Context: an optimization exercise on an open-source flow, tuned for small area. The choices shown serve that exercise and are no tape-out recipe. Function was checked by simulation only, so behaviour that the tests miss may differ from the original. The flow treats the clock pin as an ideal source. Dropping or thinning the clock tree relies on that and would not hold on a real chip. Power figures rest on the tool's default switching activity, not on a simulated workload.

==> inputs of trial 14 <==
==> flow/design.v <==
module cmux_rx (
    input             clk,
    input             rst,
    input             in_valid,
    input      [7:0]  in_data,
    output            pay_valid,
    output     [7:0]  pay_data,
    output            rec_valid,
    output     [1:0]  rec_kind,
    output     [31:0] rec_w0,
    output     [31:0] rec_w1
);
    localparam [7:0] FLAG = 8'hF9;
    function [7:0] crc8_step(input [7:0] x);
        integer k;
        reg [7:0] c;
        begin
            c = x;
            for (k = 0; k < 8; k = k + 1)
                c = c[0] ? ((c >> 1) ^ 8'hE0) : (c >> 1);
            crc8_step = c;
        end
    endfunction
    reg        act;          
    reg        ovf;          
    reg  [7:0] pos;          
    reg  [7:0] addr, ctrl, len;    
    reg  [7:0] last;         
    reg  [7:0] crc;
    reg        frame;        
    reg        fok;          
    wire       v      = in_valid & ~rst;
    wire       flag   = (in_data == FLAG);
    wire       close  = v & flag & act;
    wire [6:0] plen   = len[7:1];
    wire       is_uih = ((ctrl & 8'hEF) == 8'hEF);
    wire       is_hdr = pos[7];
    wire       at_fcs = (pos == {1'b0, plen});
    wire [7:0] cx     = crc ^ in_data;
    wire       enter  = is_hdr & (pos[1:0] == 2'd0);     
    wire [16:0] cnt_inc = {1'b0, ctrl, pos} + 17'd1;
    reg  [2:0] kind_code;
    always @(*) begin
        case (ctrl & 8'hEF)
            8'h2F:   kind_code = 3'd0;
            8'h63:   kind_code = 3'd1;
            8'h0F:   kind_code = 3'd2;
            8'hEF:   kind_code = 3'd3;
            default: kind_code = 3'd4;
        endcase
    end
    wire       short    = (pos == 8'd0) | (is_hdr & (pos[1:0] != 2'd0));
    wire [7:0] code     = short ? 8'h20 : (!len[0] ? 8'h23 : 8'h24);
    assign pay_valid = v & act & ~flag & ~is_hdr & ~at_fcs;
    assign pay_data  = in_data;
    assign rec_valid = close;
    assign rec_kind  = {ovf, ~ovf & ~frame};
    assign rec_w0[31:17] = frame ? {last, plen} : 15'h0;
    assign rec_w0[16]    = frame;            
    assign rec_w0[15:0]  = frame ? {ctrl, addr}
                         : ovf   ? {ctrl, pos}
                         :         {8'h00, code};
    assign rec_w1    = frame ? {1'b0, plen, ~crc, 3'b000, fok, ctrl[4],
                                kind_code, addr[0], addr[1], addr[7:2]}
                     : 32'h0;
    always @(posedge clk) begin
        if (rst)
            act <= 1'b0;
        else if (v && flag)
            act <= ~act;
        if (in_valid) begin
            last  <= in_data;
            fok   <= (cx == 8'hFF);
            frame <= ~flag & ~ovf & len[0] & at_fcs;
            if (!act) begin
                ovf <= 1'b0;
                pos <= 8'hFD;
                crc <= 8'hFF;
            end else begin
                if (is_hdr && pos[1:0] == 2'd1) addr <= in_data;
                if (is_hdr && pos[1:0] == 2'd3) len  <= in_data;
                if (is_hdr || (!at_fcs && !is_uih))
                    crc <= crc8_step(cx);
                if (!ovf) begin
                    if (is_hdr && pos[1:0] == 2'd2) ctrl <= in_data;
                    if (enter) begin
                        ovf  <= 1'b1;
                        pos  <= 8'h84;
                        ctrl <= 8'h00;
                    end else begin
                        pos  <= pos + 8'd1;
                    end
                end else if (!cnt_inc[16]) begin
                    {ctrl, pos} <= cnt_inc[15:0];
                end
            end
        end
    end
endmodule
==> flow/flow/run.sh <==
#!/bin/bash
# Standard layout (standard.sh), except:
#  - synthesis maps the logic with an area-oriented ABC script (flow/synth.tcl);
#  - the port buffers use the smallest buffer cell;
#  - buffers ABC may have inserted are removed before placement;
#  - the constant outputs share one tie cell;
#  - the clock gets three clock buffers fed by the clock port instead of an H-tree (flow/cts_one_buffer.tcl).
# Every tool's log stays under orfs/logs/; make's output goes to standard.log.
set -euo pipefail
here=$(pwd)
export FLOW_ABC_SCRIPT=$here/flow/abc_area.script
bash standard.sh SYNTH_SCRIPT=$here/flow/synth.tcl \
  "BUFFER_PORTS_ARGS=-buffer_cell sky130_fd_sc_hd__buf_1" REMOVE_ABC_BUFFERS=1 \
  PRE_CTS_TCL=$here/flow/cts_one_buffer.tcl SKIP_REPAIR_TIE_FANOUT=1 \
  finish > standard.log 2>&1
==> flow/flow/abc_area.script <==
&get -n
&st
&dch
&nf -R 1000 -p -C 32
&st
&syn3
&dch
&nf -R 1000 -p -C 32
&st
&syn3
&dch
&nf -R 1000 -p -C 32
&st
&syn3
&dch
&nf -R 1000 -p -C 32
&st
&syn3
&dch
&nf -R 1000 -p -C 32
&put
==> flow/flow/cts_one_buffer.tcl <==
# Sourced by ORFS's cts.tcl before clock tree synthesis (PRE_CTS_TCL).
# The design has few registers, so instead of TritonCTS's H-tree (a root
# buffer and four leaf buffers) the clock port drives three clock buffers
# directly, each placed at the centre of the third of the registers it
# clocks (the registers are split into three by x position). Every register
# is one buffer away from the clock port.
rename clock_tree_synthesis __orfs_clock_tree_synthesis
proc clock_tree_synthesis {args} {
  set ngroups 3
  set cell sky130_fd_sc_hd__clkbuf_8
  set block [ord::get_db_block]
  set dbu [$block getDbUnitsPerMicron]
  set clk_net [$block findNet clk]
  set sinks {}
  foreach iterm [$clk_net getITerms] {
    set inst [$iterm getInst]
    set loc [$inst getLocation]
    lappend sinks [list [lindex $loc 0] [lindex $loc 1] \
      "[$inst getName]/[[$iterm getMTerm] getName]"]
  }
  set sinks [lsort -integer -index 0 $sinks]
  set n [llength $sinks]
  for {set g 0} {$g < $ngroups} {incr g} {
    set lo [expr {($g * $n) / $ngroups}]
    set hi [expr {(($g + 1) * $n) / $ngroups - 1}]
    set pins {}
    set sx 0
    set sy 0
    foreach s [lrange $sinks $lo $hi] {
      set sx [expr {$sx + [lindex $s 0]}]
      set sy [expr {$sy + [lindex $s 1]}]
      lappend pins [get_pins [lindex $s 2]]
    }
    set k [llength $pins]
    set x [expr {double($sx) / $k / $dbu}]
    set y [expr {double($sy) / $k / $dbu}]
    puts "Clock: buffer $g ($cell) for $k sinks at ($x, $y) um"
    insert_buffer -buffer_cell $cell -net clk -load_pins $pins \
      -location [list $x $y] -buffer_name clkbuf_$g -net_name clknet_$g
  }
  set_propagated_clock [all_clocks]
}
==> flow/flow/synth.tcl <==
# The standard synthesis (synth_recipe.tcl), with ABC's combinational
# mapping run by flow/abc_area.script instead of ORFS's speed script.
# Registers, flattening and renaming are exactly the standard ones.
proc synth {args} { yosys synth -nofsm -noshare {*}$args }
proc abc {args} {
  set i [lsearch -exact $args -script]
  if {$i >= 0} { lset args [expr {$i + 1}] $::env(FLOW_ABC_SCRIPT) }
  yosys abc {*}$args
}
source $::env(SCRIPTS_DIR)/synth.tcl
# left out here: clear keep_hierarchy, flatten, clean up, hide names made inside functions, write 1_2_yosys.v
==> flow/standard.sh <==
#!/bin/bash
# synth_recipe.tcl (not shown) runs the flow's synth.tcl, then flattens the netlist and writes it again
# the make line also repeats each setting of config.mk as NAME=value (left out here)
make -C /OpenROAD-flow-scripts/flow DESIGN_CONFIG=/design/flow/config.mk WORK_HOME=/design/flow/orfs CLKGATE_MAP_FILE= SYNTH_SCRIPT=/design/flow/synth_recipe.tcl "${@:-finish}"
==> flow/config.mk <==
export PLATFORM = sky130hd
export DESIGN_NAME = cmux_rx
export DESIGN_NICKNAME = cmux_rx
export VERILOG_FILES = /design/flow/design.v
export SDC_FILE = /design/flow/constraint.sdc
export NUM_CORES = 4
export LEC_CHECK = 0
export CAP_MARGIN = 20
export CORE_MARGIN = 2
export CORE_UTILIZATION = 40
export GPL_TIMING_DRIVEN = 0
export SLEW_MARGIN = 20
==> flow/constraint.sdc <==
create_clock -name core_clock -period 4.0 [get_ports {clk}]
set_input_delay 0.8000 -clock core_clock [delete_from_list [all_inputs] [get_ports {clk}]]
set_output_delay 0.8000 -clock core_clock [all_outputs]
set_load 0.01 [all_outputs]
==> inputs of trial 7, as changes to trial 14 <==
--- a/flow/design.v
+++ b/flow/design.v
@@ -24,11 +24,15 @@
     reg        act;          
     reg        ovf;          
     reg  [7:0] pos;          
-    reg  [7:0] addr, ctrl, len;    
-    reg  [7:0] last;         
+    reg  [7:0] addr_n, ctrl_n, len_n;    
+    reg  [7:0] last_n;       
     reg  [7:0] crc;
     reg        frame;        
     reg        fok;          
+    wire [7:0] addr = ~addr_n;
+    wire [7:0] ctrl = ~ctrl_n;
+    wire [7:0] len  = ~len_n;
+    wire [7:0] last = ~last_n;
     wire       v      = in_valid & ~rst;
     wire       flag   = (in_data == FLAG);
     wire       close  = v & flag & act;
@@ -69,29 +73,31 @@
         else if (v && flag)
             act <= ~act;
         if (in_valid) begin
-            last  <= in_data;
-            fok   <= (cx == 8'hFF);
-            frame <= ~flag & ~ovf & len[0] & at_fcs;
+            last_n <= ~in_data;
+            fok    <= (cx == 8'hFF);
+            frame  <= ~flag & ~ovf & len[0] & at_fcs;
             if (!act) begin
                 ovf <= 1'b0;
                 pos <= 8'hFD;
                 crc <= 8'hFF;
             end else begin
-                if (is_hdr && pos[1:0] == 2'd1) addr <= in_data;
-                if (is_hdr && pos[1:0] == 2'd3) len  <= in_data;
+                if (is_hdr) begin        
+                    addr_n <= ctrl_n;
+                    len_n  <= ~in_data;
+                end
                 if (is_hdr || (!at_fcs && !is_uih))
                     crc <= crc8_step(cx);
                 if (!ovf) begin
-                    if (is_hdr && pos[1:0] == 2'd2) ctrl <= in_data;
+                    if (is_hdr) ctrl_n <= len_n;
                     if (enter) begin
-                        ovf  <= 1'b1;
-                        pos  <= 8'h84;
-                        ctrl <= 8'h00;
+                        ovf    <= 1'b1;
+                        pos    <= 8'h84;
+                        ctrl_n <= 8'hFF;
                     end else begin
-                        pos  <= pos + 8'd1;
+                        pos    <= pos + 8'd1;
                     end
                 end else if (!cnt_inc[16]) begin
-                    {ctrl, pos} <= cnt_inc[15:0];
+                    {ctrl_n, pos} <= {~cnt_inc[15:8], cnt_inc[7:0]};
                 end
             end
         end
==> flow/flow/run.sh (replaced) <==
#!/bin/bash
# Standard layout (standard.sh), except:
#  - synthesis maps all the logic, adders included, with an area-oriented
#    ABC script (flow/synth.tcl, flow/abc_area.script; no adder cell mapping);
#  - the port buffers use the smallest buffer cell;
#  - buffers ABC may have inserted are removed before placement;
#  - the constant outputs share one tie cell;
#  - the clock gets three clock buffers fed by the clock port instead of an H-tree (flow/cts_one_buffer.tcl).
# Every tool's log stays under orfs/logs/; make's output goes to standard.log.
set -euo pipefail
here=$(pwd)
export FLOW_ABC_SCRIPT=$here/flow/abc_area.script
bash standard.sh SYNTH_SCRIPT=$here/flow/synth.tcl ADDER_MAP_FILE= \
  "BUFFER_PORTS_ARGS=-buffer_cell sky130_fd_sc_hd__buf_1" REMOVE_ABC_BUFFERS=1 \
  PRE_CTS_TCL=$here/flow/cts_one_buffer.tcl SKIP_REPAIR_TIE_FANOUT=1 \
  finish > standard.log 2>&1
==> flow/flow/abc_area.script (replaced) <==
&get -n
&st
&dch
&nf -R 1000 -p -E 10
&st
&syn2
&dch
&nf -R 1000 -p -E 10
&st
&syn2
&dch
&nf -R 1000 -p -E 10
&st
&syn2
&dch
&nf -R 1000 -p -E 10
&st
&syn2
&dch
&nf -R 1000 -p -E 10
&put
--- a/flow/config.mk
+++ b/flow/config.mk
@@ -7,6 +7,6 @@
 export LEC_CHECK = 0
 export CAP_MARGIN = 20
 export CORE_MARGIN = 2
-export CORE_UTILIZATION = 40
+export CORE_UTILIZATION = 65
 export GPL_TIMING_DRIVEN = 0
 export SLEW_MARGIN = 20
==> inputs of trial 78, as changes to trial 14 <==
--- a/flow/design.v
+++ b/flow/design.v
@@ -24,11 +24,17 @@
     reg        act;          
     reg        ovf;          
     reg  [7:0] pos;          
-    reg  [7:0] addr, ctrl, len;    
-    reg  [7:0] last;         
+    reg  [7:0] addr_n, ctrl_n, len_n;    
+    reg  [7:0] last_n;       
     reg  [7:0] crc;
-    reg        frame;        
-    reg        fok;          
+    reg        frame_n;      
+    wire       frame = ~frame_n;
+    reg        fok_n;        
+    wire       fok = ~fok_n;
+    wire [7:0] addr = ~addr_n;
+    wire [7:0] ctrl = ~ctrl_n;
+    wire [7:0] len  = ~len_n;
+    wire [7:0] last = ~last_n;
     wire       v      = in_valid & ~rst;
     wire       flag   = (in_data == FLAG);
     wire       close  = v & flag & act;
@@ -69,29 +75,31 @@
         else if (v && flag)
             act <= ~act;
         if (in_valid) begin
-            last  <= in_data;
-            fok   <= (cx == 8'hFF);
-            frame <= ~flag & ~ovf & len[0] & at_fcs;
+            last_n <= ~in_data;
+            fok_n  <= (cx != 8'hFF);
+            frame_n <= flag | ovf | ~len[0] | ~at_fcs;
             if (!act) begin
                 ovf <= 1'b0;
                 pos <= 8'hFD;
                 crc <= 8'hFF;
             end else begin
-                if (is_hdr && pos[1:0] == 2'd1) addr <= in_data;
-                if (is_hdr && pos[1:0] == 2'd3) len  <= in_data;
+                if (is_hdr) begin        
+                    addr_n <= ctrl_n;
+                    len_n  <= ~in_data;
+                end
                 if (is_hdr || (!at_fcs && !is_uih))
                     crc <= crc8_step(cx);
                 if (!ovf) begin
-                    if (is_hdr && pos[1:0] == 2'd2) ctrl <= in_data;
+                    if (is_hdr) ctrl_n <= len_n;
                     if (enter) begin
-                        ovf  <= 1'b1;
-                        pos  <= 8'h84;
-                        ctrl <= 8'h00;
+                        ovf    <= 1'b1;
+                        pos    <= 8'h84;
+                        ctrl_n <= 8'hFF;
                     end else begin
-                        pos  <= pos + 8'd1;
+                        pos    <= pos + 8'd1;
                     end
                 end else if (!cnt_inc[16]) begin
-                    {ctrl, pos} <= cnt_inc[15:0];
+                    {ctrl_n, pos} <= {~cnt_inc[15:8], cnt_inc[7:0]};
                 end
             end
         end
==> flow/flow/abc_area.script (replaced) <==
&get -n
&st
&dch
&nf -R 1000 -p
&st
&syn2
&dch
&nf -R 1000 -p
&st
&syn2
&dch
&nf -R 1000 -p
&put
==> summary of the runs <==
- The lowest register-to-register slack belongs to trial 7, the highest to trial 78.
- Final area: trial 7 < trial 78 < trial 14.
- Against trial 78, the maximum frequency of trial 14 is smaller by 5.7%.
- Sequential share of layout area: trial 7 is higher than trial 78 (3.1 points).
- Combinational power, lowest first: trial 78, trial 7, trial 14.
- The lowest hold slack belongs to trial 7, the highest to trial 14.
No run of this note takes its clock network from TritonCTS; it comes from the design's own scripts or RTL.

==> port drivers added, routing unchanged <==
No port has a modelled driver above. Below, the same layouts with a new extraction and two added sets of constraints.
Step 1 assumes that a clkbuf_16 drives the clock port and a buf_2 every other input.
Step 2 adds t to the input delays and takes it off the output delays; t is the mean of the earliest and latest rising clock arrival at the registers after step 1. Input paths then give back, and output paths get back, about the clock's delay inside the block.
Three values: ideal, step 1, step 2; two values: the first two.
run | shift t [ns] | setup WS [ns] | hold slack, ns | worst data-port slew with drivers (ns) | cell pins on the clock port's net
trial 14 | 0.211 | 0.648 / 0.613 / 0.613 | 0.754 / 0.754 / 0.754 | 0.03 | 3
trial 7 | 0.208 | 0.863 / 0.837 / 0.837 | 0.560 / 0.560 / 0.560 | 0.03 | 3
trial 78 | 0.210 | 0.839 / 0.792 / 0.837 | 0.585 / 0.585 / 0.585 | 0.04 | 3
After both steps setup and hold are still met in every run listed. The setup slack of trial 14, which loses most, moves by -0.035 ns with the drivers and by -0.035 ns with both steps.
